This design comes from an exercise in tuning for small area, a short achievable clock period and few clock cycles per item on the open sky130 flow, not from production work. In this exercise RTL edits were held to simulation tests only and were not proved equivalent to the original.

## flow/design.v (module list and top-level ports; edited modules follow where they fit)
// module isg_extract: 706 lines
// module isg_sched: 68 lines
// module csa_row: 640 lines
// module csa_mac: 368 lines
module isg_extract (
    input  wire        clk,
    input  wire        rst,         
    input  wire        cfg_we,
    input  wire [5:0]  cfg_addr,
    input  wire [5:0]  cfg_pos,
    input  wire [6:0]  npos,        
    input  wire [31:0] qstep,       
    input  wire        variant,     
    input  wire        in_valid,
    input  wire [7:0]  in_data,
    output wire        in_ready,
    output reg         done,
    output reg  [63:0] bits_out
);
  // ...
==> flow/run.sh <==
#!/bin/bash
# synth_recipe.tcl (not shown) runs the flow's synth.tcl, then flattens the netlist and writes it again
# the make line also repeats each setting of config.mk as NAME=value (left out here)
make -C /OpenROAD-flow-scripts/flow DESIGN_CONFIG=/design/flow/config.mk WORK_HOME=/design/flow/orfs CLKGATE_MAP_FILE= SYNTH_SCRIPT=/design/flow/synth_recipe.tcl finish
==> flow/config.mk <==
export PLATFORM = sky130hd
export DESIGN_NAME = isg_extract
export DESIGN_NICKNAME = isg_extract
export VERILOG_FILES = /design/flow/design.v
export SDC_FILE = /design/flow/constraint.sdc
export NUM_CORES = 4
export LEC_CHECK = 0
export CAP_MARGIN = 20
export CORE_MARGIN = 2
export CORE_UTILIZATION = 40
export PLACE_DENSITY = 0.6
export SLEW_MARGIN = 20
==> flow/constraint.sdc <==
create_clock -name core_clock -period 13.0 [get_ports {clk}]
set_input_delay 2.6000 -clock core_clock [delete_from_list [all_inputs] [get_ports {clk}]]
set_output_delay 2.6000 -clock core_clock [all_outputs]
set_load 0.01 [all_outputs]
==> key figures, run 1 <==
Finish
  – Post-Layout Cell Count: 13,010
  – Multi-input gate area: approximately 48,000 um^2
  – Sequential cell area share: 0.4476
  – Clock-cell share: 0.07029
  – Layout buffer count excluding clock buffers: about 200
  – Max FFs per register: 512

Synthesis
  – Mapped Cells: around 9,000
  – Post-synth net total: 10,370
  – XOR/XNOR Fraction of Synth Area: 0.07350
  – Simple-gate share of the synthesized area: 0.07317
  – Post-synthesis sequential area ratio: 0.5026
  – Area contributors post-synth: dfxtp_1 (33%), edfxtp_1 (17%), fa_1 (9.8%), ha_1 (6.4%), xnor2_1 (4.3%)
  – Combinational family with the most area after synthesis: adder cells

Setup path
  – Crit Reg-Reg Endpoint: n_cy
  – Worst reg2reg setup slack: around 8 ns
  – FF-to-FF path depth: 15
  – Top delay family on crit path: compound AO/OA/AOI/OAI gates

Outcome
  – Status: finished clean

Drt
  – M1 WL: 111,100 um
  – Remaining DRCs: 0

Min path
  – Hold Path Depth: 0

Floorplanning
  – Io pins: 130
  – Starting density of the core: 0.4024

Timing
  – Setup Viol. Count Final: 0

Clocking
  – CTS Buf Count: 242
Testbench counts, summed over its fixed seeds: cycles 26,074, items 320.
==> run 2, diff against run 1 <==
--- a/flow/config.mk
+++ b/flow/config.mk
@@ -7,2 +7,3 @@
 export LEC_CHECK = 0
+export ABC_AREA = 1
 export CAP_MARGIN = 20
==> run 2 against run 1 <==
  * Non-clock buffer count increased by 5
  * Area after synthesis increased by 2.0%
  * Core utilization about the same
  * Critical path type unchanged
  * Largest cell class unchanged
==> key figures, run 2 <==
Synthesis
  – Simple-gate share of the synthesized area: 0.1020 (was 0.07317)
  – Commonest cells in the netlist: dfxtp_1 (1,781), inv_1 (1,390), nand2_1 (1,194), nor2_1 (871), xor2_1 (771) (was dfxtp_1 (1,781), inv_1 (852), edfxtp_1 (598), nor2_1 (550), ha_1 (548))
  – Combinational family with the most area after synthesis: adder cells (unchanged)
  – Post-synth net total: 12,030 (was 10,370)
  – Yosys cell types: 79 (was 97)
  – Number of synthesized flops with an enable pin: 598 (unchanged)
  – Synthesized area: 108,800 um^2 (was 106,700 um^2)
  – Post-synth ARST share: 0 (unchanged)
  – Area share of the largest cell type after synthesis: 0.3276 (was 0.3343)
  – Ys flop type: dfxtp_1 (unchanged)
  – XOR/XNOR Fraction of Synth Area: 0.07179 (was 0.07350)
  – Avg Inst Size Synth: 9.985 um^2 (was 11.54 um^2)
  – Yosys warns: 2 (unchanged)
  – Yosys top cell by area: dfxtp_1 (unchanged)
  – Mapped Cells: 10,900 (was 9,240)
  – Fraction of the mapped netlist area in adder cells: 0.1587 (was 0.1619)
  – Most frequent cell after synthesis: dfxtp_1 (unchanged)
  – Mux share of post-synthesis cell area: 0.0006208 (was 0.03866)
  – Yosys reg bits: 2,379 (unchanged)
  – Area contributors post-synth: dfxtp_1 (33%), edfxtp_1 (16%), fa_1 (9.6%), ha_1 (6.3%), xor2_1 (6.2%) (was dfxtp_1 (33%), edfxtp_1 (17%), fa_1 (9.8%), ha_1 (6.4%), xnor2_1 (4.3%))
  – Post-synthesis sequential area ratio: 0.4926 (was 0.5026)
  – Compound-Gate Fraction of Synth Area: 0.1100 (was 0.1047)

Clocking
  – CTS Buf Count: 243 (was 242)
  – Clock transition at path regs: 0.06 ns (about the same)
  – Post-CTS Setup Inserts: 0 (unchanged)
  – CTS tree: done (unchanged)
  – Longest Clk Path Bufs: 4 (unchanged)
  – Post-CTS Hold Buffers: 0 (unchanged)
  – Post-cts repair resize count: 0 (unchanged)
  – Clock latency (worst-skew pair): 0.91 ns (was 0.94 ns)
  – CTS sink cnt: 2,379 (unchanged)
  – Htree depth: 4 (unchanged)
  – CTS root buffer: clkbuf_16 (unchanged)

Drt
  – Avg WL per Cell: 20.95 um (was 19.91 um)
  – Met2 wire len: 140,700 um (was 123,200 um)
  – Top sig layer: met5 (was met4)
  – TritonRoute pass-1 iters: 6 (unchanged)
  – Vias per cell: 5.189 (was 5.131)
  – WL final: 309,600 um (was 259,000 um)
  – Routed Antenna Nets: 0 (unchanged)
  – Remaining DRCs: 0 (unchanged)
  – M1 WL: 137,200 um (was 111,100 um)
  – Via count: 76,690 (was 66,740)
  – Met3 Wirelength: 18,080 um (was 14,790 um)
  – Iteration-0 DRC Markers: 6,652 (was 5,109)

Setup path
  – WP data arrival: 5.72 ns (was 5.84 ns)
  – Crit path launch type: flop (unchanged)
  – Critical path's slowest cell: clkinv_1 (was or3_2)
  – CP required: 13.78 ns (was 13.72 ns)
  – Max FO, Critical Path: 19 (was 45)
  – CP cell instances: clkinv_1, o22ai_1, xor2_1, fa_1, inv_1, fa_1, fa_1, inv_1, fa_1, fa_1 (was or3_2, and2_1, fa_1, ha_1, a21o_1, a21oi_1, nor2b_1, o21ai_0, a21oi_1, a211oi_1, nor4_1, a211o_1, o211ai_1, o211ai_1, o31a_1)
  – Launch point of the worst reg-to-reg path: p_rk3[3] (was m_x[1])
  – Critical Path Max Stage Delay: 0.85 ns (was 0.87 ns)
  – Crit Path Category: reg2reg (unchanged)
  – Crit path launch: p_rk3[3] (was m_x[1])
  – Critical Path End Type: flop (unchanged)
  – Most used cell, CP: fa_1

Outcome
  – Status: finished clean (unchanged)

Timing
  – Highest Clock Rate: 0.2026 GHz (was 0.1952 GHz)
  – Relative slew slack: 0.2479 (was 0.2080)
  – Setup Viol. Count Final: 0 (unchanged)
  – Final critical-path share of the clock period: 0.3797 (was 0.3941)
  – Worst Tran Pin Value: 1.127 ns (was 1.186 ns)
  – Slew Viols, Final: 0 (unchanged)
  – Minimum clock period: 4.936 ns (was 5.123 ns)
  – Final hold violation count: 0 (unchanged)
  – RSZ-0062 raised after global routing: false (unchanged)
  – Setup TNS: 0 ns (unchanged)
  – Layout Skew: 0.06933 ns (was 0.1162 ns)

Placed design
  – Hpwl dp: 233,300 um (was 184,100 um)
  – Routability Congestion: 0.9504 (was 0.9393)
  – IO Port Bufs: 129 (unchanged)

Floorplanning
  – Width of the chip: 525.6 um (was 520.4 um)
  – FP Rows: 191 (was 189)
  – Core Area: 270,800 um^2 (was 265,100 um^2)
  – Die Ht: 525.6 um (was 520.4 um)
  – Io pins: 130 (unchanged)
  – Starting density of the core: 0.4020 (was 0.4024)
  – Die area: 276,300 um^2 (was 270,800 um^2)

Finish
  – Largest Register: ringv (unchanged)
  – Nets@finish: 12,130 (was 10,390)
  – Max FFs per register: 512 (unchanged)
  – Highest-count cells in the layout ignoring fill and taps: dfxtp_1 (1,774), inv_1 (1,390), nand2_1 (1,194) (was dfxtp_1 (1,767), inv_1 (852), edfxtp_1 (598))
  – Area delta synth->final: 12.39% (was 12.37%)
  – Commonest non-fill, non-tap cell in the layout: dfxtp_1 (unchanged)
  – Layout cell share with drive strength beyond 1: 0.05890 (was 0.07815)
  – Largest regs: ringv x512, pos_tab x384, accv x308 (unchanged)

Min path
  – Worst hold path class: reg2reg (unchanged)
  – Worst Min Path Start: ringv[137] (was accv[67])

Global routing
  – GRT Total Usage: 0.2187 (was 0.1876)
  – Largest net degree at the start of global routing: 97 (was 69)
  – Overflow left after global routing: 0 (unchanged)
  – Initial antenna violation count: 11 (was 4)
  – First-pass GRT wire length: 468,200 um (was 398,000 um)
  – Vias in the first global route: 76,750 (was 68,040)

Flow run
  – Max cap viols: 0 (unchanged)
## run 2: layout make-up
class	count	area (um^2)
Antenna cell	4	10.01
Clock buffer	328	7187
Clock inverter	125	1334
Fill cell	25480	148400
Inverter	1470	5522
Multi-Input combinational cell	6695	48290
Sequential cell	2379	53620
Tap cell	3570	4467
Timing Repair Buffer	209	1898
## run 2: worst max-delay path, delay by kind of cell (launching register included)
family                     cells  cell delay, ns
adders and majority gates      5            2.56
buffers and inverters          3            0.97
DFF                            1            0.68
AOI/OAI and AO/OA              1            0.50
xor gates and xnor gates       1            0.15
## run 2: path summary, 6_finish.rpt
check	end	slack (ns)	cells past startpoint
worst max-delay path	sa_3[8]	8.06	10
worst min-delay path	ringv[145]	0.27	0
worst max register to register	sa_3[8]	8.06	10
worst min register to register	ringv[145]	0.27	0
## run 2: through the flow
step,util,instance area (um^2),cells,hold slack (ns),worst slack [ns]
floorplan,-,108800,10900,0.3096,7.928
global placement,0.4202,113800,14320,0.3096,7.602
detailed placement,0.4203,113800,14320,0.3121,7.628
CTS,0.4517,122300,14780,0.2387,8.196
global route,0.4518,122300,14780,0.2479,8.006
finish,0.4518,122300,14780,0.2706,8.064
## run 2: cells by family after synthesis
family / count (synthesis)
AOI/OAI and AO/OA: 2092
and+or+nand+nor: 2640
muxes: 6
adders and majority gates: 1069
xor gates and xnor gates: 888
buffers and inverters: 1826
DFF: 2379
## run 2: layer usage
metal | global-route usage | vias up
li1 | - | 36140
met1 | 0.2977 | 37220
met2 | 0.3522 | 2727
met3 | 0.02652 | 602
met4 | 0.09035 | 2
met5 | 0 | -
==> module isg_extract, before the edit <==
module isg_extract (
    input  wire        clk,
    input  wire        rst,         
    input  wire        cfg_we,
    input  wire [5:0]  cfg_addr,
    input  wire [5:0]  cfg_pos,
    input  wire [6:0]  npos,        
    input  wire [31:0] qstep,       
    input  wire        variant,     
    input  wire        in_valid,
    input  wire [7:0]  in_data,
    output wire        in_ready,
    output reg         done,
    output reg  [63:0] bits_out
);
    reg        cfg_we_r;
    reg [5:0]  cfg_addr_r, cfg_pos_r;
    reg [31:0] qstep_r;
    reg        variant_r;
    reg [6:0]  npos_r;
    reg [5:0]  pos_tab [0:63];
    always @(posedge clk) begin
        cfg_we_r   <= cfg_we;
        cfg_addr_r <= cfg_addr;
        cfg_pos_r  <= cfg_pos;
        qstep_r    <= qstep;
        variant_r  <= variant;
        npos_r     <= npos;
        if (cfg_we_r)
            pos_tab[cfg_addr_r] <= cfg_pos_r;
    end
    reg  [5:0] c;             
    reg  [5:0] ld_cnt;        
    reg        in_ready_r;
    reg        smp_v;
    reg  [7:0] smp_r;         
    assign in_ready = in_ready_r;
    wire accept = in_valid & in_ready_r & ~rst;
    always @(posedge clk) begin
        smp_r <= {~in_data[7], in_data[6:0]};
        smp_v <= accept;
    end
    reg  [511:0] ringv;
    wire [7:0]   ring63 = ringv[511:504];
    wire [7:0]   tail_in = smp_v ? smp_r : ring63;
    always @(posedge clk)
        ringv <= {ringv[503:0], tail_in};
    wire signed [7:0] s0 = ringv[55:48];
    wire signed [7:0] s1 = ringv[47:40];
    wire signed [7:0] s2 = ringv[39:32];
    wire signed [7:0] s3 = ringv[31:24];
    wire signed [7:0] s4 = ringv[23:16];
    wire signed [7:0] s5 = ringv[15:8];
    wire signed [7:0] s6 = ringv[7:0];
    wire signed [7:0] s7 = tail_in;
    wire signed [8:0] e0 = s0 + s7, e1 = s1 + s6, e2 = s2 + s5, e3 = s3 + s4;
    wire signed [8:0] o0 = s0 - s7, o1 = s1 - s6, o2 = s2 - s5, o3 = s3 - s4;
    reg signed [8:0]  f_e0, f_e1, f_e2, f_e3;
    reg signed [8:0]  f_o0, f_o1, f_o2, f_o3;
    reg [2:0]         f_x;
    always @(posedge clk) begin
        if (c[2:0] == 3'd7) begin
            f_e0 <= e0; f_e1 <= e1; f_e2 <= e2; f_e3 <= e3;
            f_o0 <= o0; f_o1 <= o1; f_o2 <= o2; f_o3 <= o3;
            f_x  <= c[5:3];
        end
    end
    reg        rev_load, rev_stream, rev_recirc, rev_tag;
    reg [2:0]  rev_k;
    reg        nrev_load, nrev_stream, nrev_recirc, nrev_tag;
    reg [2:0]  nrev_k;
    reg        stream_ok, rev_ok;
    reg [3:0]  pleft;
    reg [2:0]  knext;
    reg        ld_tag;
    reg [1:0]  blk_out;       
    reg        idle_d;
    reg [2:0]  meta_k;
    reg        meta_tag;
    reg        dbusy;
    reg [4:0]  dcnt;
    wire       any_pend;
    wire       last_res;
    reg        fast;
    wire idle_all  = (ld_cnt == 6'd0) && (blk_out == 2'd0);
    wire [3:0] ptot = ({1'b0, npos_r} + 8'd7) >> 3;
    wire quiet      = !rev_stream && !rev_recirc && !any_pend && !dbusy;
    wire thr        = fast || quiet || idle_all;
    localparam integer SW = 39;
    wire [SW-1:0] st_now = {c, ld_cnt, in_ready_r, ld_tag, pleft, knext,
                            nrev_load, nrev_stream, nrev_recirc, nrev_tag, nrev_k,
                            rev_load, rev_stream, rev_recirc, rev_tag, rev_k,
                            stream_ok, rev_ok, blk_out};
    wire [SW-1:0] st_a0, st_a1;
    wire blk_a1;
    isg_sched u_s0 (.acc(1'b0), .st(st_now), .smp_v(smp_v), .ptot(ptot), .thr(thr),
                    .idle_all(idle_all), .last_res(last_res), .nx(st_a0), .blk_now());
    isg_sched u_s1 (.acc(1'b1), .st(st_now), .smp_v(smp_v), .ptot(ptot), .thr(thr),
                    .idle_all(idle_all), .last_res(last_res), .nx(st_a1), .blk_now(blk_a1));
    wire blk_now = accept & blk_a1;
    wire [SW-1:0] st_rst = {6'd63, 6'd0, 1'b1, 1'b0, 4'd0, 3'd0,
                            1'b1, 1'b1, 1'b0, 1'b0, 3'd0,
                            1'b0, 1'b0, 1'b0, 1'b0, 3'd0,
                            1'b0, 1'b0, 2'd0};
    always @(posedge clk) begin
        {c, ld_cnt, in_ready_r, ld_tag, pleft, knext,
         nrev_load, nrev_stream, nrev_recirc, nrev_tag, nrev_k,
         rev_load, rev_stream, rev_recirc, rev_tag, rev_k,
         stream_ok, rev_ok, blk_out} <= rst ? st_rst : (accept ? st_a1 : st_a0);
    end
    always @(posedge clk) begin
        if (c[2:0] == 3'd6) begin
            meta_k <= rev_k; meta_tag <= rev_tag;
        end
    end
    wire [2:0] rd_j = c[2:0] + 3'd1;
    reg  [5:0] posr;
    reg  [2:0] r_j, r_k;
    reg        r_tag;
    always @(posedge clk) begin
        posr  <= pos_tab[{meta_k, rd_j}];
        r_j   <= rd_j;
        r_k   <= meta_k;
        r_tag <= meta_tag;
    end
    wire [2:0] q_v = posr[2:0];
    wire signed [9:0]  a0 = f_e0 + f_e3, a1 = f_e1 + f_e2, b0 = f_e0 - f_e3, b1 = f_e1 - f_e2;
    wire signed [10:0] dcs = a0 + a1, d4s = a0 - a1;
    reg signed [10:0] rx0;
    reg signed [9:0]  rx1;
    reg signed [8:0]  rx2, rx3;
    always @* begin
        if (q_v[0]) begin
            rx0 = f_o0; rx1 = f_o1; rx2 = f_o2; rx3 = f_o3;
        end else begin
            rx2 = 9'sd0; rx3 = 9'sd0;
            case (q_v[2:1])
                2'd0: begin rx0 = dcs; rx1 = 10'sd0; end
                2'd2: begin rx0 = d4s; rx1 = 10'sd0; end
                default: begin rx0 = b0; rx1 = b1; end
            endcase
        end
    end
  reg [15:0] rk0;
  always @* begin
    case (q_v)
      3'd0: rk0 = 16'h5a82;
      3'd1: rk0 = 16'h7d8a;
      3'd2: rk0 = 16'h7642;
      3'd3: rk0 = 16'h6a6e;
      3'd4: rk0 = 16'h5a82;
      3'd5: rk0 = 16'h471d;
      3'd6: rk0 = 16'h30fc;
      3'd7: rk0 = 16'h18f9;
      default: rk0 = 16'h0000;
    endcase
  end
  reg [15:0] p_rk0;
  always @(posedge clk) p_rk0 <= rk0;
  reg [15:0] rk1;
  always @* begin
    case (q_v)
      3'd0: rk1 = 16'h0000;
      3'd1: rk1 = 16'h6a6e;
      3'd2: rk1 = 16'h30fc;
      3'd3: rk1 = 16'he707;
      3'd4: rk1 = 16'h0000;
      3'd5: rk1 = 16'h8276;
      3'd6: rk1 = 16'h89be;
      3'd7: rk1 = 16'hb8e3;
      default: rk1 = 16'h0000;
    endcase
  end
  reg [15:0] p_rk1;
  always @(posedge clk) p_rk1 <= rk1;
  reg [15:0] rk2;
  always @* begin
    case (q_v)
      3'd0: rk2 = 16'h0000;
      3'd1: rk2 = 16'h471d;
      3'd2: rk2 = 16'h0000;
      3'd3: rk2 = 16'h8276;
      3'd4: rk2 = 16'h0000;
      3'd5: rk2 = 16'h18f9;
      3'd6: rk2 = 16'h0000;
      3'd7: rk2 = 16'h6a6e;
      default: rk2 = 16'h0000;
    endcase
  end
  reg [15:0] p_rk2;
  always @(posedge clk) p_rk2 <= rk2;
  reg [15:0] rk3;
  always @* begin
    case (q_v)
      3'd0: rk3 = 16'h0000;
      3'd1: rk3 = 16'h18f9;
      3'd2: rk3 = 16'h0000;
      3'd3: rk3 = 16'hb8e3;
      3'd4: rk3 = 16'h0000;
      3'd5: rk3 = 16'h6a6e;
      3'd6: rk3 = 16'h0000;
      3'd7: rk3 = 16'h8276;
      default: rk3 = 16'h0000;
    endcase
  end
  reg [15:0] p_rk3;
  always @(posedge clk) p_rk3 <= rk3;
  wire [12:0] xe0 = {{1{rx0[10]}}, rx0, 1'b0};
  reg rd0_0_one, rd0_0_two, rd0_0_neg;
  always @(posedge clk) begin
    rd0_0_one <= xe0[1] ^ xe0[0];
    rd0_0_two <= (xe0[2] & ~xe0[1] & ~xe0[0]) | (~xe0[2] & xe0[1] & xe0[0]);
    rd0_0_neg <= xe0[2] & ~(xe0[1] & xe0[0]);
  end
  reg rd0_1_one, rd0_1_two, rd0_1_neg;
  always @(posedge clk) begin
    rd0_1_one <= xe0[3] ^ xe0[2];
    rd0_1_two <= (xe0[4] & ~xe0[3] & ~xe0[2]) | (~xe0[4] & xe0[3] & xe0[2]);
    rd0_1_neg <= xe0[4] & ~(xe0[3] & xe0[2]);
  end
  reg rd0_2_one, rd0_2_two, rd0_2_neg;
  always @(posedge clk) begin
    rd0_2_one <= xe0[5] ^ xe0[4];
    rd0_2_two <= (xe0[6] & ~xe0[5] & ~xe0[4]) | (~xe0[6] & xe0[5] & xe0[4]);
    rd0_2_neg <= xe0[6] & ~(xe0[5] & xe0[4]);
  end
  reg rd0_3_one, rd0_3_two, rd0_3_neg;
  always @(posedge clk) begin
    rd0_3_one <= xe0[7] ^ xe0[6];
    rd0_3_two <= (xe0[8] & ~xe0[7] & ~xe0[6]) | (~xe0[8] & xe0[7] & xe0[6]);
    rd0_3_neg <= xe0[8] & ~(xe0[7] & xe0[6]);
  end
  reg rd0_4_one, rd0_4_two, rd0_4_neg;
  always @(posedge clk) begin
    rd0_4_one <= xe0[9] ^ xe0[8];
    rd0_4_two <= (xe0[10] & ~xe0[9] & ~xe0[8]) | (~xe0[10] & xe0[9] & xe0[8]);
    rd0_4_neg <= xe0[10] & ~(xe0[9] & xe0[8]);
  end
  reg rd0_5_one, rd0_5_two, rd0_5_neg;
  always @(posedge clk) begin
    rd0_5_one <= xe0[11] ^ xe0[10];
    rd0_5_two <= (xe0[12] & ~xe0[11] & ~xe0[10]) | (~xe0[12] & xe0[11] & xe0[10]);
    rd0_5_neg <= xe0[12] & ~(xe0[11] & xe0[10]);
  end
  wire [10:0] xe1 = {{0{rx1[9]}}, rx1, 1'b0};
  reg rd1_0_one, rd1_0_two, rd1_0_neg;
  always @(posedge clk) begin
    rd1_0_one <= xe1[1] ^ xe1[0];
    rd1_0_two <= (xe1[2] & ~xe1[1] & ~xe1[0]) | (~xe1[2] & xe1[1] & xe1[0]);
    rd1_0_neg <= xe1[2] & ~(xe1[1] & xe1[0]);
  end
  reg rd1_1_one, rd1_1_two, rd1_1_neg;
  always @(posedge clk) begin
    rd1_1_one <= xe1[3] ^ xe1[2];
    rd1_1_two <= (xe1[4] & ~xe1[3] & ~xe1[2]) | (~xe1[4] & xe1[3] & xe1[2]);
    rd1_1_neg <= xe1[4] & ~(xe1[3] & xe1[2]);
  end
  reg rd1_2_one, rd1_2_two, rd1_2_neg;
  always @(posedge clk) begin
    rd1_2_one <= xe1[5] ^ xe1[4];
    rd1_2_two <= (xe1[6] & ~xe1[5] & ~xe1[4]) | (~xe1[6] & xe1[5] & xe1[4]);
    rd1_2_neg <= xe1[6] & ~(xe1[5] & xe1[4]);
  end
  reg rd1_3_one, rd1_3_two, rd1_3_neg;
  always @(posedge clk) begin
    rd1_3_one <= xe1[7] ^ xe1[6];
    rd1_3_two <= (xe1[8] & ~xe1[7] & ~xe1[6]) | (~xe1[8] & xe1[7] & xe1[6]);
    rd1_3_neg <= xe1[8] & ~(xe1[7] & xe1[6]);
  end
  reg rd1_4_one, rd1_4_two, rd1_4_neg;
  always @(posedge clk) begin
    rd1_4_one <= xe1[9] ^ xe1[8];
    rd1_4_two <= (xe1[10] & ~xe1[9] & ~xe1[8]) | (~xe1[10] & xe1[9] & xe1[8]);
    rd1_4_neg <= xe1[10] & ~(xe1[9] & xe1[8]);
  end
  wire [10:0] xe2 = {{1{rx2[8]}}, rx2, 1'b0};
  reg rd2_0_one, rd2_0_two, rd2_0_neg;
  always @(posedge clk) begin
    rd2_0_one <= xe2[1] ^ xe2[0];
    rd2_0_two <= (xe2[2] & ~xe2[1] & ~xe2[0]) | (~xe2[2] & xe2[1] & xe2[0]);
    rd2_0_neg <= xe2[2] & ~(xe2[1] & xe2[0]);
  end
  reg rd2_1_one, rd2_1_two, rd2_1_neg;
  always @(posedge clk) begin
    rd2_1_one <= xe2[3] ^ xe2[2];
    rd2_1_two <= (xe2[4] & ~xe2[3] & ~xe2[2]) | (~xe2[4] & xe2[3] & xe2[2]);
    rd2_1_neg <= xe2[4] & ~(xe2[3] & xe2[2]);
  end
  reg rd2_2_one, rd2_2_two, rd2_2_neg;
  always @(posedge clk) begin
    rd2_2_one <= xe2[5] ^ xe2[4];
    rd2_2_two <= (xe2[6] & ~xe2[5] & ~xe2[4]) | (~xe2[6] & xe2[5] & xe2[4]);
    rd2_2_neg <= xe2[6] & ~(xe2[5] & xe2[4]);
  end
  reg rd2_3_one, rd2_3_two, rd2_3_neg;
  always @(posedge clk) begin
    rd2_3_one <= xe2[7] ^ xe2[6];
    rd2_3_two <= (xe2[8] & ~xe2[7] & ~xe2[6]) | (~xe2[8] & xe2[7] & xe2[6]);
    rd2_3_neg <= xe2[8] & ~(xe2[7] & xe2[6]);
  end
  reg rd2_4_one, rd2_4_two, rd2_4_neg;
  always @(posedge clk) begin
    rd2_4_one <= xe2[9] ^ xe2[8];
    rd2_4_two <= (xe2[10] & ~xe2[9] & ~xe2[8]) | (~xe2[10] & xe2[9] & xe2[8]);
    rd2_4_neg <= xe2[10] & ~(xe2[9] & xe2[8]);
  end
  wire [10:0] xe3 = {{1{rx3[8]}}, rx3, 1'b0};
  reg rd3_0_one, rd3_0_two, rd3_0_neg;
  always @(posedge clk) begin
    rd3_0_one <= xe3[1] ^ xe3[0];
    rd3_0_two <= (xe3[2] & ~xe3[1] & ~xe3[0]) | (~xe3[2] & xe3[1] & xe3[0]);
    rd3_0_neg <= xe3[2] & ~(xe3[1] & xe3[0]);
  end
  reg rd3_1_one, rd3_1_two, rd3_1_neg;
  always @(posedge clk) begin
    rd3_1_one <= xe3[3] ^ xe3[2];
    rd3_1_two <= (xe3[4] & ~xe3[3] & ~xe3[2]) | (~xe3[4] & xe3[3] & xe3[2]);
    rd3_1_neg <= xe3[4] & ~(xe3[3] & xe3[2]);
  end
  reg rd3_2_one, rd3_2_two, rd3_2_neg;
  always @(posedge clk) begin
    rd3_2_one <= xe3[5] ^ xe3[4];
    rd3_2_two <= (xe3[6] & ~xe3[5] & ~xe3[4]) | (~xe3[6] & xe3[5] & xe3[4]);
    rd3_2_neg <= xe3[6] & ~(xe3[5] & xe3[4]);
  end
  reg rd3_3_one, rd3_3_two, rd3_3_neg;
  always @(posedge clk) begin
    rd3_3_one <= xe3[7] ^ xe3[6];
    rd3_3_two <= (xe3[8] & ~xe3[7] & ~xe3[6]) | (~xe3[8] & xe3[7] & xe3[6]);
    rd3_3_neg <= xe3[8] & ~(xe3[7] & xe3[6]);
  end
  reg rd3_4_one, rd3_4_two, rd3_4_neg;
  always @(posedge clk) begin
    rd3_4_one <= xe3[9] ^ xe3[8];
    rd3_4_two <= (xe3[10] & ~xe3[9] & ~xe3[8]) | (~xe3[10] & xe3[9] & xe3[8]);
    rd3_4_neg <= xe3[10] & ~(xe3[9] & xe3[8]);
  end
    reg [2:0]  a_u, a_v, a_x, a_j, a_k;
    reg        a_tag;
    always @(posedge clk) begin
        a_u <= posr[5:3]; a_v <= posr[2:0]; a_x <= f_x; a_j <= r_j; a_k <= r_k; a_tag <= r_tag;
    end
    wire signed [16:0] rd0_0_k = {p_rk0[15], p_rk0};
  wire [16:0] rd0_0_m = ({17{rd0_0_one}} & rd0_0_k) | ({17{rd0_0_two}} & {rd0_0_k[15:0], 1'b0});
  wire [16:0] rd0_0_t = rd0_0_m ^ {17{rd0_0_neg}};
  wire [16:0] rd0_0_u = {~rd0_0_t[16], rd0_0_t[15:0]};
  wire signed [16:0] rd0_1_k = {p_rk0[15], p_rk0};
  wire [16:0] rd0_1_m = ({17{rd0_1_one}} & rd0_1_k) | ({17{rd0_1_two}} & {rd0_1_k[15:0], 1'b0});
  wire [16:0] rd0_1_t = rd0_1_m ^ {17{rd0_1_neg}};
  wire [16:0] rd0_1_u = {~rd0_1_t[16], rd0_1_t[15:0]};
  wire signed [16:0] rd0_2_k = {p_rk0[15], p_rk0};
  wire [16:0] rd0_2_m = ({17{rd0_2_one}} & rd0_2_k) | ({17{rd0_2_two}} & {rd0_2_k[15:0], 1'b0});
  wire [16:0] rd0_2_t = rd0_2_m ^ {17{rd0_2_neg}};
  wire [16:0] rd0_2_u = {~rd0_2_t[16], rd0_2_t[15:0]};
  wire signed [16:0] rd0_3_k = {p_rk0[15], p_rk0};
  wire [16:0] rd0_3_m = ({17{rd0_3_one}} & rd0_3_k) | ({17{rd0_3_two}} & {rd0_3_k[15:0], 1'b0});
  wire [16:0] rd0_3_t = rd0_3_m ^ {17{rd0_3_neg}};
  wire [16:0] rd0_3_u = {~rd0_3_t[16], rd0_3_t[15:0]};
  wire signed [16:0] rd0_4_k = {p_rk0[15], p_rk0};
  wire [16:0] rd0_4_m = ({17{rd0_4_one}} & rd0_4_k) | ({17{rd0_4_two}} & {rd0_4_k[15:0], 1'b0});
  wire [16:0] rd0_4_t = rd0_4_m ^ {17{rd0_4_neg}};
  wire [16:0] rd0_4_u = {~rd0_4_t[16], rd0_4_t[15:0]};
  wire signed [16:0] rd0_5_k = {p_rk0[15], p_rk0};
  wire [16:0] rd0_5_m = ({17{rd0_5_one}} & rd0_5_k) | ({17{rd0_5_two}} & {rd0_5_k[15:0], 1'b0});
  wire [16:0] rd0_5_t = rd0_5_m ^ {17{rd0_5_neg}};
  wire [16:0] rd0_5_u = {~rd0_5_t[16], rd0_5_t[15:0]};
  wire [10:0] rng0 = {rd0_5_neg, 1'b0, rd0_4_neg, 1'b0, rd0_3_neg, 1'b0, rd0_2_neg, 1'b0, rd0_1_neg, 1'b0, rd0_0_neg};
  wire signed [16:0] rd1_0_k = {p_rk1[15], p_rk1};
  wire [16:0] rd1_0_m = ({17{rd1_0_one}} & rd1_0_k) | ({17{rd1_0_two}} & {rd1_0_k[15:0], 1'b0});
  wire [16:0] rd1_0_t = rd1_0_m ^ {17{rd1_0_neg}};
  wire [16:0] rd1_0_u = {~rd1_0_t[16], rd1_0_t[15:0]};
  wire signed [16:0] rd1_1_k = {p_rk1[15], p_rk1};
  wire [16:0] rd1_1_m = ({17{rd1_1_one}} & rd1_1_k) | ({17{rd1_1_two}} & {rd1_1_k[15:0], 1'b0});
  wire [16:0] rd1_1_t = rd1_1_m ^ {17{rd1_1_neg}};
  wire [16:0] rd1_1_u = {~rd1_1_t[16], rd1_1_t[15:0]};
  wire signed [16:0] rd1_2_k = {p_rk1[15], p_rk1};
  wire [16:0] rd1_2_m = ({17{rd1_2_one}} & rd1_2_k) | ({17{rd1_2_two}} & {rd1_2_k[15:0], 1'b0});
  wire [16:0] rd1_2_t = rd1_2_m ^ {17{rd1_2_neg}};
  wire [16:0] rd1_2_u = {~rd1_2_t[16], rd1_2_t[15:0]};
  wire signed [16:0] rd1_3_k = {p_rk1[15], p_rk1};
  wire [16:0] rd1_3_m = ({17{rd1_3_one}} & rd1_3_k) | ({17{rd1_3_two}} & {rd1_3_k[15:0], 1'b0});
  wire [16:0] rd1_3_t = rd1_3_m ^ {17{rd1_3_neg}};
  wire [16:0] rd1_3_u = {~rd1_3_t[16], rd1_3_t[15:0]};
  wire signed [16:0] rd1_4_k = {p_rk1[15], p_rk1};
  wire [16:0] rd1_4_m = ({17{rd1_4_one}} & rd1_4_k) | ({17{rd1_4_two}} & {rd1_4_k[15:0], 1'b0});
  wire [16:0] rd1_4_t = rd1_4_m ^ {17{rd1_4_neg}};
  wire [16:0] rd1_4_u = {~rd1_4_t[16], rd1_4_t[15:0]};
  wire [8:0] rng1 = {rd1_4_neg, 1'b0, rd1_3_neg, 1'b0, rd1_2_neg, 1'b0, rd1_1_neg, 1'b0, rd1_0_neg};
  wire signed [16:0] rd2_0_k = {p_rk2[15], p_rk2};
  wire [16:0] rd2_0_m = ({17{rd2_0_one}} & rd2_0_k) | ({17{rd2_0_two}} & {rd2_0_k[15:0], 1'b0});
  wire [16:0] rd2_0_t = rd2_0_m ^ {17{rd2_0_neg}};
  wire [16:0] rd2_0_u = {~rd2_0_t[16], rd2_0_t[15:0]};
  wire signed [16:0] rd2_1_k = {p_rk2[15], p_rk2};
  wire [16:0] rd2_1_m = ({17{rd2_1_one}} & rd2_1_k) | ({17{rd2_1_two}} & {rd2_1_k[15:0], 1'b0});
  wire [16:0] rd2_1_t = rd2_1_m ^ {17{rd2_1_neg}};
  wire [16:0] rd2_1_u = {~rd2_1_t[16], rd2_1_t[15:0]};
  wire signed [16:0] rd2_2_k = {p_rk2[15], p_rk2};
  wire [16:0] rd2_2_m = ({17{rd2_2_one}} & rd2_2_k) | ({17{rd2_2_two}} & {rd2_2_k[15:0], 1'b0});
  wire [16:0] rd2_2_t = rd2_2_m ^ {17{rd2_2_neg}};
  wire [16:0] rd2_2_u = {~rd2_2_t[16], rd2_2_t[15:0]};
  wire signed [16:0] rd2_3_k = {p_rk2[15], p_rk2};
  wire [16:0] rd2_3_m = ({17{rd2_3_one}} & rd2_3_k) | ({17{rd2_3_two}} & {rd2_3_k[15:0], 1'b0});
  wire [16:0] rd2_3_t = rd2_3_m ^ {17{rd2_3_neg}};
  wire [16:0] rd2_3_u = {~rd2_3_t[16], rd2_3_t[15:0]};
  wire signed [16:0] rd2_4_k = {p_rk2[15], p_rk2};
  wire [16:0] rd2_4_m = ({17{rd2_4_one}} & rd2_4_k) | ({17{rd2_4_two}} & {rd2_4_k[15:0], 1'b0});
  wire [16:0] rd2_4_t = rd2_4_m ^ {17{rd2_4_neg}};
  wire [16:0] rd2_4_u = {~rd2_4_t[16], rd2_4_t[15:0]};
  wire [8:0] rng2 = {rd2_4_neg, 1'b0, rd2_3_neg, 1'b0, rd2_2_neg, 1'b0, rd2_1_neg, 1'b0, rd2_0_neg};
  wire signed [16:0] rd3_0_k = {p_rk3[15], p_rk3};
  wire [16:0] rd3_0_m = ({17{rd3_0_one}} & rd3_0_k) | ({17{rd3_0_two}} & {rd3_0_k[15:0], 1'b0});
  wire [16:0] rd3_0_t = rd3_0_m ^ {17{rd3_0_neg}};
  wire [16:0] rd3_0_u = {~rd3_0_t[16], rd3_0_t[15:0]};
  wire signed [16:0] rd3_1_k = {p_rk3[15], p_rk3};
  wire [16:0] rd3_1_m = ({17{rd3_1_one}} & rd3_1_k) | ({17{rd3_1_two}} & {rd3_1_k[15:0], 1'b0});
  wire [16:0] rd3_1_t = rd3_1_m ^ {17{rd3_1_neg}};
  wire [16:0] rd3_1_u = {~rd3_1_t[16], rd3_1_t[15:0]};
  wire signed [16:0] rd3_2_k = {p_rk3[15], p_rk3};
  wire [16:0] rd3_2_m = ({17{rd3_2_one}} & rd3_2_k) | ({17{rd3_2_two}} & {rd3_2_k[15:0], 1'b0});
  wire [16:0] rd3_2_t = rd3_2_m ^ {17{rd3_2_neg}};
  wire [16:0] rd3_2_u = {~rd3_2_t[16], rd3_2_t[15:0]};
  wire signed [16:0] rd3_3_k = {p_rk3[15], p_rk3};
  wire [16:0] rd3_3_m = ({17{rd3_3_one}} & rd3_3_k) | ({17{rd3_3_two}} & {rd3_3_k[15:0], 1'b0});
  wire [16:0] rd3_3_t = rd3_3_m ^ {17{rd3_3_neg}};
  wire [16:0] rd3_3_u = {~rd3_3_t[16], rd3_3_t[15:0]};
  wire signed [16:0] rd3_4_k = {p_rk3[15], p_rk3};
  wire [16:0] rd3_4_m = ({17{rd3_4_one}} & rd3_4_k) | ({17{rd3_4_two}} & {rd3_4_k[15:0], 1'b0});
  wire [16:0] rd3_4_t = rd3_4_m ^ {17{rd3_4_neg}};
  wire [16:0] rd3_4_u = {~rd3_4_t[16], rd3_4_t[15:0]};
  wire [8:0] rng3 = {rd3_4_neg, 1'b0, rd3_3_neg, 1'b0, rd3_2_neg, 1'b0, rd3_1_neg, 1'b0, rd3_0_neg};
  wire [25:0] ra_0, ra_1, ra_2, ra_3;
  csa_row u_csa_row (.rd0_0_u(rd0_0_u), .rd0_1_u(rd0_1_u), .rd0_2_u(rd0_2_u), .rd0_3_u(rd0_3_u), .rd0_4_u(rd0_4_u), .rd0_5_u(rd0_5_u), .rng0(rng0), .rd1_0_u(rd1_0_u), .rd1_1_u(rd1_1_u), .rd1_2_u(rd1_2_u), .rd1_3_u(rd1_3_u), .rd1_4_u(rd1_4_u), .rng1(rng1), .rd2_0_u(rd2_0_u), .rd2_1_u(rd2_1_u), .rd2_2_u(rd2_2_u), .rd2_3_u(rd2_3_u), .rd2_4_u(rd2_4_u), .rng2(rng2), .rd3_0_u(rd3_0_u), .rd3_1_u(rd3_1_u), .rd3_2_u(rd3_2_u), .rd3_3_u(rd3_3_u), .rd3_4_u(rd3_4_u), .rng3(rng3), .o0(ra_0), .o1(ra_1), .o2(ra_2), .o3(ra_3));
    reg [25:0] sa_0, sa_1, sa_2, sa_3;
    reg [2:0]  a2_u, a2_v, a2_x, a2_j, a2_k;
    reg        a2_tag;
    always @(posedge clk) begin
        sa_0 <= ra_0; sa_1 <= ra_1; sa_2 <= ra_2; sa_3 <= ra_3;
        a2_u <= a_u; a2_v <= a_v; a2_x <= a_x; a2_j <= a_j; a2_k <= a_k; a2_tag <= a_tag;
    end
    reg signed [25:0] b_r;
    reg [2:0]  b_u, b_v, b_x, b_j, b_k;
    reg        b_tag;
    always @(posedge clk) begin
        b_r <= sa_0 + sa_1 + sa_2 + sa_3;
        b_u <= a2_u; b_v <= a2_v; b_x <= a2_x; b_j <= a2_j; b_k <= a2_k; b_tag <= a2_tag;
    end
    reg [15:0] mk;
  always @* begin
    case ({b_u, b_x})
      6'o00: mk = 16'h5a82;
      6'o01: mk = 16'h5a82;
      6'o02: mk = 16'h5a82;
      6'o03: mk = 16'h5a82;
      6'o04: mk = 16'h5a82;
      6'o05: mk = 16'h5a82;
      6'o06: mk = 16'h5a82;
      6'o07: mk = 16'h5a82;
      6'o10: mk = 16'h7d8a;
      6'o11: mk = 16'h6a6e;
      6'o12: mk = 16'h471d;
      6'o13: mk = 16'h18f9;
      6'o14: mk = 16'he707;
      6'o15: mk = 16'hb8e3;
      6'o16: mk = 16'h9592;
      6'o17: mk = 16'h8276;
      6'o20: mk = 16'h7642;
      6'o21: mk = 16'h30fc;
      6'o22: mk = 16'hcf04;
      6'o23: mk = 16'h89be;
      6'o24: mk = 16'h89be;
      6'o25: mk = 16'hcf04;
      6'o26: mk = 16'h30fc;
      6'o27: mk = 16'h7642;
      6'o30: mk = 16'h6a6e;
      6'o31: mk = 16'he707;
      6'o32: mk = 16'h8276;
      6'o33: mk = 16'hb8e3;
      6'o34: mk = 16'h471d;
      6'o35: mk = 16'h7d8a;
      6'o36: mk = 16'h18f9;
      6'o37: mk = 16'h9592;
      6'o40: mk = 16'h5a82;
      6'o41: mk = 16'ha57e;
      6'o42: mk = 16'ha57e;
      6'o43: mk = 16'h5a82;
      6'o44: mk = 16'h5a82;
      6'o45: mk = 16'ha57e;
      6'o46: mk = 16'ha57e;
      6'o47: mk = 16'h5a82;
      6'o50: mk = 16'h471d;
      6'o51: mk = 16'h8276;
      6'o52: mk = 16'h18f9;
      6'o53: mk = 16'h6a6e;
      6'o54: mk = 16'h9592;
      6'o55: mk = 16'he707;
      6'o56: mk = 16'h7d8a;
      6'o57: mk = 16'hb8e3;
      6'o60: mk = 16'h30fc;
      6'o61: mk = 16'h89be;
      6'o62: mk = 16'h7642;
      6'o63: mk = 16'hcf04;
      6'o64: mk = 16'hcf04;
      6'o65: mk = 16'h7642;
      6'o66: mk = 16'h89be;
      6'o67: mk = 16'h30fc;
      6'o70: mk = 16'h18f9;
      6'o71: mk = 16'hb8e3;
      6'o72: mk = 16'h6a6e;
      6'o73: mk = 16'h8276;
      6'o74: mk = 16'h7d8a;
      6'o75: mk = 16'h9592;
      6'o76: mk = 16'h471d;
      6'o77: mk = 16'he707;
      default: mk = 16'h0000;
    endcase
  end
  wire signed [26:0] mb_x = b_r;
  wire mb_0_one = mk[0] ^ 1'b0;
  wire mb_0_two = (mk[1] & ~mk[0] & ~1'b0) | (~mk[1] & mk[0] & 1'b0);
  wire mb_0_neg = mk[1] & ~(mk[0] & 1'b0);
  wire [26:0] mb_0_m = ({27{mb_0_one}} & mb_x) | ({27{mb_0_two}} & {mb_x[25:0], 1'b0});
  wire [26:0] mb_0_t = mb_0_m ^ {27{mb_0_neg}};
  wire [26:0] mb_0_u = {~mb_0_t[26], mb_0_t[25:0]};
  wire mb_1_one = mk[2] ^ mk[1];
  wire mb_1_two = (mk[3] & ~mk[2] & ~mk[1]) | (~mk[3] & mk[2] & mk[1]);
  wire mb_1_neg = mk[3] & ~(mk[2] & mk[1]);
  wire [26:0] mb_1_m = ({27{mb_1_one}} & mb_x) | ({27{mb_1_two}} & {mb_x[25:0], 1'b0});
  wire [26:0] mb_1_t = mb_1_m ^ {27{mb_1_neg}};
  wire [26:0] mb_1_u = {~mb_1_t[26], mb_1_t[25:0]};
  wire mb_2_one = mk[4] ^ mk[3];
  wire mb_2_two = (mk[5] & ~mk[4] & ~mk[3]) | (~mk[5] & mk[4] & mk[3]);
  wire mb_2_neg = mk[5] & ~(mk[4] & mk[3]);
  wire [26:0] mb_2_m = ({27{mb_2_one}} & mb_x) | ({27{mb_2_two}} & {mb_x[25:0], 1'b0});
  wire [26:0] mb_2_t = mb_2_m ^ {27{mb_2_neg}};
  wire [26:0] mb_2_u = {~mb_2_t[26], mb_2_t[25:0]};
  wire mb_3_one = mk[6] ^ mk[5];
  wire mb_3_two = (mk[7] & ~mk[6] & ~mk[5]) | (~mk[7] & mk[6] & mk[5]);
  wire mb_3_neg = mk[7] & ~(mk[6] & mk[5]);
  wire [26:0] mb_3_m = ({27{mb_3_one}} & mb_x) | ({27{mb_3_two}} & {mb_x[25:0], 1'b0});
  wire [26:0] mb_3_t = mb_3_m ^ {27{mb_3_neg}};
  wire [26:0] mb_3_u = {~mb_3_t[26], mb_3_t[25:0]};
  wire mb_4_one = mk[8] ^ mk[7];
  wire mb_4_two = (mk[9] & ~mk[8] & ~mk[7]) | (~mk[9] & mk[8] & mk[7]);
  wire mb_4_neg = mk[9] & ~(mk[8] & mk[7]);
  wire [26:0] mb_4_m = ({27{mb_4_one}} & mb_x) | ({27{mb_4_two}} & {mb_x[25:0], 1'b0});
  wire [26:0] mb_4_t = mb_4_m ^ {27{mb_4_neg}};
  wire [26:0] mb_4_u = {~mb_4_t[26], mb_4_t[25:0]};
  wire mb_5_one = mk[10] ^ mk[9];
  wire mb_5_two = (mk[11] & ~mk[10] & ~mk[9]) | (~mk[11] & mk[10] & mk[9]);
  wire mb_5_neg = mk[11] & ~(mk[10] & mk[9]);
  wire [26:0] mb_5_m = ({27{mb_5_one}} & mb_x) | ({27{mb_5_two}} & {mb_x[25:0], 1'b0});
  wire [26:0] mb_5_t = mb_5_m ^ {27{mb_5_neg}};
  wire [26:0] mb_5_u = {~mb_5_t[26], mb_5_t[25:0]};
  wire mb_6_one = mk[12] ^ mk[11];
  wire mb_6_two = (mk[13] & ~mk[12] & ~mk[11]) | (~mk[13] & mk[12] & mk[11]);
  wire mb_6_neg = mk[13] & ~(mk[12] & mk[11]);
  wire [26:0] mb_6_m = ({27{mb_6_one}} & mb_x) | ({27{mb_6_two}} & {mb_x[25:0], 1'b0});
  wire [26:0] mb_6_t = mb_6_m ^ {27{mb_6_neg}};
  wire [26:0] mb_6_u = {~mb_6_t[26], mb_6_t[25:0]};
  wire mb_7_one = mk[14] ^ mk[13];
  wire mb_7_two = (mk[15] & ~mk[14] & ~mk[13]) | (~mk[15] & mk[14] & mk[13]);
  wire mb_7_neg = mk[15] & ~(mk[14] & mk[13]);
  wire [26:0] mb_7_m = ({27{mb_7_one}} & mb_x) | ({27{mb_7_two}} & {mb_x[25:0], 1'b0});
  wire [26:0] mb_7_t = mb_7_m ^ {27{mb_7_neg}};
  wire [26:0] mb_7_u = {~mb_7_t[26], mb_7_t[25:0]};
  wire [14:0] mb_ng = {mb_7_neg, 1'b0, mb_6_neg, 1'b0, mb_5_neg, 1'b0, mb_4_neg, 1'b0, mb_3_neg, 1'b0, mb_2_neg, 1'b0, mb_1_neg, 1'b0, mb_0_neg};
  wire [43:0] mc_s, mc_c;
  csa_mac u_csa_mac (.mb_0_u(mb_0_u), .mb_1_u(mb_1_u), .mb_2_u(mb_2_u), .mb_3_u(mb_3_u), .mb_4_u(mb_4_u), .mb_5_u(mb_5_u), .mb_6_u(mb_6_u), .mb_7_u(mb_7_u), .mb_ng(mb_ng), .s(mc_s), .c(mc_c));
    reg [43:0] m_s, m_c;
    reg [2:0]  m_x, m_j, m_k;
    reg        m_tag, m_dc;
    always @(posedge clk) begin
        m_s <= mc_s; m_c <= mc_c;
        m_x <= b_x; m_j <= b_j; m_k <= b_k; m_tag <= b_tag;
        m_dc <= (b_u == 3'd0) && (b_v == 3'd0);
    end
    reg  [307:0] accv;
    wire [43:0]  acc_head = accv[307:264];
    wire         c_first = (m_x == 3'd0);
    wire [43:0]  c_accin = c_first ? (m_dc ? 44'd4397866188800 : 44'd0) : acc_head;
    wire [43:0]  cs_x = c_accin ^ m_s ^ m_c;
    wire [43:0]  cs_y = {(c_accin[42:0] & m_s[42:0]) | (c_accin[42:0] & m_c[42:0]) | (m_s[42:0] & m_c[42:0]), 1'b0};
    wire [22:0]  zl_w = {1'b0, cs_x[21:0]} + {1'b0, cs_y[21:0]};
    reg  [21:0]  n_zl, n_xh, n_yh;
    reg          n_cy;
    reg  [2:0]   n_x, n_j, n_k;
    reg          n_tag;
    always @(posedge clk) begin
        n_zl <= zl_w[21:0]; n_cy <= zl_w[22];
        n_xh <= cs_x[43:22]; n_yh <= cs_y[43:22];
        n_x <= m_x; n_j <= m_j; n_k <= m_k; n_tag <= m_tag;
    end
    wire [43:0] z_new = {n_xh + n_yh + {21'd0, n_cy}, n_zl};
    always @(posedge clk)
        accv <= {accv[263:0], z_new};
    reg        h_v;
    reg [43:0] h_z;
    reg [5:0]  h_p;
    reg        h_tag;
    wire [6:0] c_p = {1'b0, n_k, n_j};
    always @(posedge clk) begin
        h_z   <= z_new;
        h_p   <= c_p[5:0];
        h_tag <= n_tag;
        h_v   <= ~rst & rev_ok & (n_x == 3'd7) & (c_p < npos_r);
    end
    wire [27:0] h_c = h_z[43:16] + {27'd0, h_z[15]};
    reg  [287:0] resv;
    wire [35:0]  res_head = resv[287:252];
    wire         head_pend = res_head[35];
    wire         head_tag  = res_head[34];
    wire [5:0]   head_p    = res_head[33:28];
    wire [27:0]  head_c    = res_head[27:0];
    reg          out_tag;
    wire         d_free = !dbusy || (dcnt == 5'd0);
    wire         take = d_free && head_pend && (head_tag == out_tag) && !rst;
    wire [35:0]  res_in = h_v ? {1'b1, h_tag, h_p, h_c}
                              : {head_pend & ~take & ~rst, res_head[34:0]};
    integer ri;
    reg [7:0] pend_bits;
    always @* begin
        for (ri = 0; ri < 8; ri = ri + 1)
            pend_bits[ri] = resv[36*ri + 35];
    end
    assign any_pend = |pend_bits;
    always @(posedge clk) begin
        if (rst)
            resv <= {resv[251:0], 36'd0} & ~{8{36'h800000000}};
        else
            resv <= {resv[251:0], res_in};
    end
    reg [31:0] qn;
    reg [4:0]  s_norm;
    always @(posedge clk) begin
        idle_d <= idle_all;
        if (idle_all || idle_d) begin
            qn <= qstep_r; s_norm <= 5'd0;
        end else if (!qn[31] && qn != 32'd0) begin
            qn <= {qn[30:0], 1'b0}; s_norm <= s_norm + 5'd1;
        end
        fast <= variant_r || ((qn[31] || qn == 32'd0) && s_norm <= 5'd12);
    end
    reg [35:0] dv1, dv2, dv3;
    reg [4:0]  dsteps;
    wire [35:0] dva = s_norm[0] ? {2'b00, qn, 2'b00} : {3'b000, qn, 1'b0};
    always @(posedge clk) begin
        dv1 <= dva;
        dv2 <= {dva[34:0], 1'b0};
        dv3 <= dva + {dva[34:0], 1'b0};
        dsteps <= ({1'b0, s_norm} + 6'd1) >> 1;
    end
    reg [33:0] drem;
    reg        dneg, dq, dpbit;
    reg [5:0]  dp;
    wire [33:0] n_c2  = {{5{head_c[27]}}, head_c, 1'b0};
    wire [33:0] n_val = n_c2 + {2'b00, qstep_r};
    wire [33:0] n_neg = ~n_c2 + ~{2'b00, qstep_r} + 34'd2;
    wire [33:0] n_abs = n_val[33] ? n_neg : n_val;
    wire [36:0] r4  = {1'b0, drem, 2'b00};
    wire [36:0] t1  = r4 - {1'b0, dv1};
    wire [36:0] t2  = r4 - {1'b0, dv2};
    wire [36:0] t3  = r4 - {1'b0, dv3};
    wire ge1 = ~t1[36], ge2 = ~t2[36], ge3 = ~t3[36];
    wire [33:0] rnext = ge3 ? t3[33:0] : ge2 ? t2[33:0] : ge1 ? t1[33:0] : r4[33:0];
    wire        qodd  = ge3 | (ge1 & ~ge2);
    wire        wr  = dbusy && (dcnt == 5'd0);
    wire        res_bit = variant_r ? dpbit : (dq ^ (dneg & (drem != 34'd0)));
    reg [6:0] res_cnt;
    assign last_res = wr && ({res_cnt + 7'd1} == npos_r);
    always @(posedge clk) begin
        if (rst) begin
            dbusy <= 1'b0; dcnt <= 5'd0;
        end else if (take) begin
            dbusy <= 1'b1;
            drem  <= n_abs;
            dneg  <= n_val[33];
            dq    <= 1'b0;
            dpbit <= head_c[16] ^ head_c[15];
            dp    <= head_p;
            dcnt  <= variant_r ? 5'd0 : dsteps;
        end else if (wr) begin
            dbusy <= 1'b0;
        end else if (dbusy) begin
            drem <= rnext; dq <= qodd; dcnt <= dcnt - 5'd1;
        end
    end
    integer bi;
    always @(posedge clk) begin
        if (rst) begin
            done <= 1'b0; res_cnt <= 7'd0; out_tag <= 1'b0;
        end else begin
            done <= last_res;
            if (last_res) begin
                res_cnt <= 7'd0; out_tag <= ~out_tag;
            end else if (wr) begin
                res_cnt <= res_cnt + 7'd1;
            end
        end
        for (bi = 0; bi < 64; bi = bi + 1) begin
            if (wr && dp == bi[5:0])
                bits_out[bi] <= res_bit;
            else if (idle_all)
                bits_out[bi] <= 1'b0;
        end
    end
endmodule
==> run 3, diff against run 2 <==
--- a/flow/design.v
+++ b/flow/design.v
@@ -570,3 +570,3 @@
     reg [2:0]  m_x, m_j, m_k;
-    reg        m_tag, m_dc;
+    reg        m_tag, m_dc, m_first;
     always @(posedge clk) begin
@@ -574,3 +574,4 @@
         m_x <= b_x; m_j <= b_j; m_k <= b_k; m_tag <= b_tag;
-        m_dc <= (b_u == 3'd0) && (b_v == 3'd0);
+        m_dc <= (b_x == 3'd0) && (b_u == 3'd0) && (b_v == 3'd0);
+        m_first <= (b_x == 3'd0);
     end
@@ -578,4 +579,3 @@
     wire [43:0]  acc_head = accv[307:264];
-    wire         c_first = (m_x == 3'd0);
-    wire [43:0]  c_accin = c_first ? (m_dc ? 44'd4397866188800 : 44'd0) : acc_head;
+    wire [43:0]  c_accin = (acc_head & {44{~m_first}}) | (44'd4397866188800 & {44{m_dc}});
     wire [43:0]  cs_x = c_accin ^ m_s ^ m_c;
--- a/flow/config.mk
+++ b/flow/config.mk
@@ -10,4 +10,4 @@
 export CORE_MARGIN = 2
-export CORE_UTILIZATION = 40
-export PLACE_DENSITY = 0.6
+export CORE_UTILIZATION = 55
+export PLACE_DENSITY = 0.7
 export SLEW_MARGIN = 20
==> run 3 against run 2 <==
  * Worst hold slack better by 0.026 ns
  * Cell area down 1.4%
  * Fmax up 5.4%
  * Sequential cell count up 1
  * Critical endpoint is now dv3[25]
  * First-iteration DRC count up 12%
==> key figures, run 3 <==
Synthesis
  – Most frequent cell after synthesis: dfxtp_1 (unchanged)
  – Yosys top cell by area: dfxtp_1 (unchanged)
  – Yosys warns: 2 (unchanged)
  – Post-synthesis sequential area ratio: 0.4932 (was 0.4926)
  – Post-synth ARST share: 0 (unchanged)
  – Area share of the largest cell type after synthesis: 0.3281 (was 0.3276)
  – Post-synth net total: 12,060 (was 12,030)
  – Commonest cells in the netlist: dfxtp_1 (1,782), inv_1 (1,420), nand2_1 (1,198), nor2_1 (897), xor2_1 (774) (was dfxtp_1 (1,781), inv_1 (1,390), nand2_1 (1,194), nor2_1 (871), xor2_1 (771))
  – Mapped Cells: 10,930 (was 10,900)
  – Avg Inst Size Synth: 9.949 um^2 (was 9.985 um^2)
  – Area contributors post-synth: dfxtp_1 (33%), edfxtp_1 (17%), fa_1 (9.6%), ha_1 (6.3%), xor2_1 (6.2%) (was dfxtp_1 (33%), edfxtp_1 (16%), fa_1 (9.6%), ha_1 (6.3%), xor2_1 (6.2%))
  – Yosys cell types: 73 (was 79)
  – Number of synthesized flops with an enable pin: 598 (unchanged)
  – Yosys reg bits: 2,380 (was 2,379)
  – Ys flop type: dfxtp_1 (unchanged)
  – Synthesized area: 108,700 um^2 (was 108,800 um^2)

Global routing
  – Overflow left after global routing: 0 (unchanged)
  – Vias in the first global route: 76,490 (was 76,750)
  – Initial antenna violation count: 5 (was 11)
  – Largest net degree at the start of global routing: 97 (unchanged)
  – First-pass GRT wire length: 446,100 um (was 468,200 um)
  – GRT Total Usage: 0.2843 (was 0.2187)

Clocking
  – CTS root buffer: clkbuf_16 (unchanged)
  – CTS Buf Count: 225 (was 243)
  – CTS tree: done (unchanged)
  – CTS sink cnt: 2,380 (was 2,379)
  – Clock latency (worst-skew pair): 0.89 ns (was 0.91 ns)
  – Post-CTS Setup Inserts: 0 (unchanged)
  – Clock transition at path regs: 0.06 ns (about the same)
  – Post-CTS Hold Buffers: 0 (unchanged)
  – Post-cts repair resize count: 0 (unchanged)
  – Htree depth: 4 (unchanged)
  – Longest Clk Path Bufs: 3 (was 4)

Timing
  – Slew Viols, Final: 0 (unchanged)
  – Layout Skew: 0.06816 ns (was 0.06933 ns)
  – Final critical-path share of the clock period: 0.3601 (was 0.3797)
  – Worst Tran Pin Value: 1.066 ns (was 1.127 ns)
  – Relative slew slack: 0.2818 (was 0.2479)
  – RSZ-0062 raised after global routing: false (unchanged)
  – Setup TNS: 0 ns (unchanged)
  – Final hold violation count: 0 (unchanged)
  – Setup Viol. Count Final: 0 (unchanged)
  – Minimum clock period: 4.681 ns (was 4.936 ns)
  – Highest Clock Rate: 0.2136 GHz (was 0.2026 GHz)

Setup path
  – Crit Path Category: reg2reg (unchanged)
  – Critical Path End Type: flop (unchanged)
  – Max FO, Critical Path: 43 (was 19)
  – Launch point of the worst reg-to-reg path: s_norm[0] (was p_rk3[3])
  – Crit path launch: s_norm[0] (was p_rk3[3])
  – WP data arrival: 5.42 ns (was 5.72 ns)
  – CP required: 13.74 ns (was 13.78 ns)
  – Crit path launch type: flop (unchanged)

Placed design
  – IO Port Bufs: 129 (unchanged)
  – Hpwl dp: 215,200 um (was 233,300 um)
  – Routability Congestion: 1.001 (was 0.9504)
  – Dpl cell area: 112,500 um^2 (was 113,800 um^2)
  – Cell Count Post-Placement: 13,400 (was 14,320)

Finish
  – Filler instances: 16,220 (was 25,480)
  – Max FFs per register: 512 (unchanged)
  – Layout cell share with drive strength beyond 1: 0.05156 (was 0.05890)
  – Nets@finish: 12,120 (was 12,130)
  – Area delta synth->final: 10.92% (was 12.39%)
  – Sequential Area: 53,650 um^2 (was 53,620 um^2)
  – Commonest non-fill, non-tap cell in the layout: dfxtp_1 (unchanged)
  – Largest regs: ringv x512, pos_tab x384, accv x308 (unchanged)
  – Post-Layout Cell Count: 13,840 (was 14,780)
  – Highest-count cells in the layout ignoring fill and taps: dfxtp_1 (1,774), inv_1 (1,419), nand2_1 (1,198) (was dfxtp_1 (1,774), inv_1 (1,390), nand2_1 (1,194))
  – Final instance area: 120,600 um^2 (was 122,300 um^2)
  – Largest Register: ringv (unchanged)
  – Multi-input gate area: 48,210 um^2 (was 48,290 um^2)

Drt
  – Via count: 77,070 (was 76,690)
  – WL final: 290,900 um (was 309,600 um)
  – Remaining DRCs: 0 (unchanged)
  – TritonRoute pass-1 iters: 6 (unchanged)
  – Iteration-0 DRC Markers: 7,465 (was 6,652)
  – Avg WL per Cell: 21.02 um (was 20.95 um)
  – Routed Antenna Nets: 0 (unchanged)
  – Vias per cell: 5.571 (was 5.189)

Floorplanning
  – Die area: 201,300 um^2 (was 276,300 um^2)
  – FP Rows: 163 (was 191)
  – Starting density of the core: 0.5525 (was 0.4020)
  – Io pins: 130 (unchanged)
  – Die Ht: 448.7 um (was 525.6 um)
  – Width of the chip: 448.7 um (was 525.6 um)
  – Core Area: 196,800 um^2 (was 270,800 um^2)

Outcome
  – Status: finished clean (unchanged)

Flow run
  – Max cap viols: 0 (unchanged)

Min path
  – Worst hold path class: reg2reg (unchanged)
  – Worst Min Path Start: resv[245] (was ringv[137])
## run 3: changes by cell type after synthesis, sizes merged, moves of 7 or more
| cell | previous run | this run |
|---|---|---|
| o21ai | 765 | 729 |
| buf | 79 | 61 |
| nand4 | 73 | 66 |
| a31oi | 40 | 57 |
| o21a | 21 | 13 |
| or2 | 25 | 32 |
| clkbuf | 277 | 295 |
| nand3 | 286 | 294 |
| nor2 | 891 | 900 |
| inv | 1424 | 1447 |
## run 3: cell type report
class	instances	share of cell area
multi-input cells	6701	0.3997
clock buffers	305	0.05364
repair buffers	190	0.01477
diodes	5	0.0001037
clock inverters	121	0.01313
well taps	2640	0.02739
inverters	1493	0.04650
flip-flops and latches	2380	0.4448
## run 3: worst paths after layout
| kind | slack, ns | end | cells past startpoint |
|---|---|---|---|
| hold reg to reg | 0.30 | resv[281] | 0 |
| hold / removal | 0.30 | resv[281] | 0 |
| setup / recovery | 8.32 | dv3[25] | 16 |
| setup reg to reg | 8.32 | dv3[25] | 16 |
## run 3: cell families (layout without fill, tap and decap cells)
| group | count (synthesis) | in the layout | synth area share |
|---|---|---|---|
| buffers and inverters | 1849 | 2109 | 0.06430 |
| and+or+nand+nor | 2657 | 2657 | 0.1014 |
| adders and majority gates | 1067 | 1067 | 0.1586 |
| xor gates and xnor gates | 889 | 889 | 0.07187 |
| AOI/OAI and AO/OA | 2081 | 2081 | 0.1099 |
| muxes | 7 | 7 | 0.0007249 |
| other | 0 | 5 | 0 |
| DFF | 2380 | 2380 | 0.4932 |
## run 3: per-layer routing
metal	track usage	share of wire	up-vias
met5	0	0.000045	-
met4	0.1291	0.050	2
met3	0.05194	0.082	696
met2	0.4502	0.45	3321
met1	0.3810	0.41	36940
li1	-	-	36110
## run 3: critical path, cell delays in order, from the launching register on
cell and delay (ns):
dfxtp_1 0.31, buf_4 0.36, clkinv_1 0.12, buf_4 0.24, or2_2 0.29, o21ai_0 0.15
inv_1 0.16, ha_1 0.38, a21oi_1 0.16, nand2_1 0.10, a21oi_1 0.44, o21ai_1 0.24
a21boi_0 0.70, o21ai_1 0.24, a21boi_0 0.33, o21ai_1 0.13, xor2_1 0.15
## run 3: metrics by stage
step	util	setup slack, ns	hold slack (ns)
after floorplan	-	8.036	0.3096
after global placement	0.5714	7.508	0.3095
after detailed placement	0.5716	7.425	0.3121
after CTS	0.6125	8.182	0.2956
after global routing	0.6128	8.004	0.2975
final	0.6129	8.319	0.2963
Testbench counts of run 3, summed over its fixed seeds: cycles 26,074, items 320.

static timing again, ports no longer ideal:
The flow's constraints put no driver on any port. The routed layouts listed below were extracted and timed again, unchanged, in two steps.
Step 1 assumes that a clkbuf_16 drives the clock port and a buf_2 every other input.
Step 2 adds t to the input delays and takes it off the output delays; t is the mean of the earliest and latest rising clock arrival at the registers after step 1. Input paths then give back, and output paths get back, about the clock's delay inside the block.
a / b / c = no drivers / after step 1 / after step 2; a / b = the first two.
run | t (ns) | setup WS [ns] | hold WS [ns] | pins driven straight from the clock port
run 1 | 0.972 | 7.877 / 7.877 / 7.005 | 0.281 / 0.281 / 0.281 | 1
run 2 | 0.990 | 8.064 / 8.064 / 7.511 | 0.271 / 0.271 / 0.271 | 1
run 3 | 0.949 | 8.319 / 8.319 / 7.783 | 0.296 / 0.296 / 0.296 | 1
After both steps every run listed still meets setup and hold. The setup slack of run 1, which loses most, moves by 0.000 ns with the drivers and by -0.872 ns with both steps.
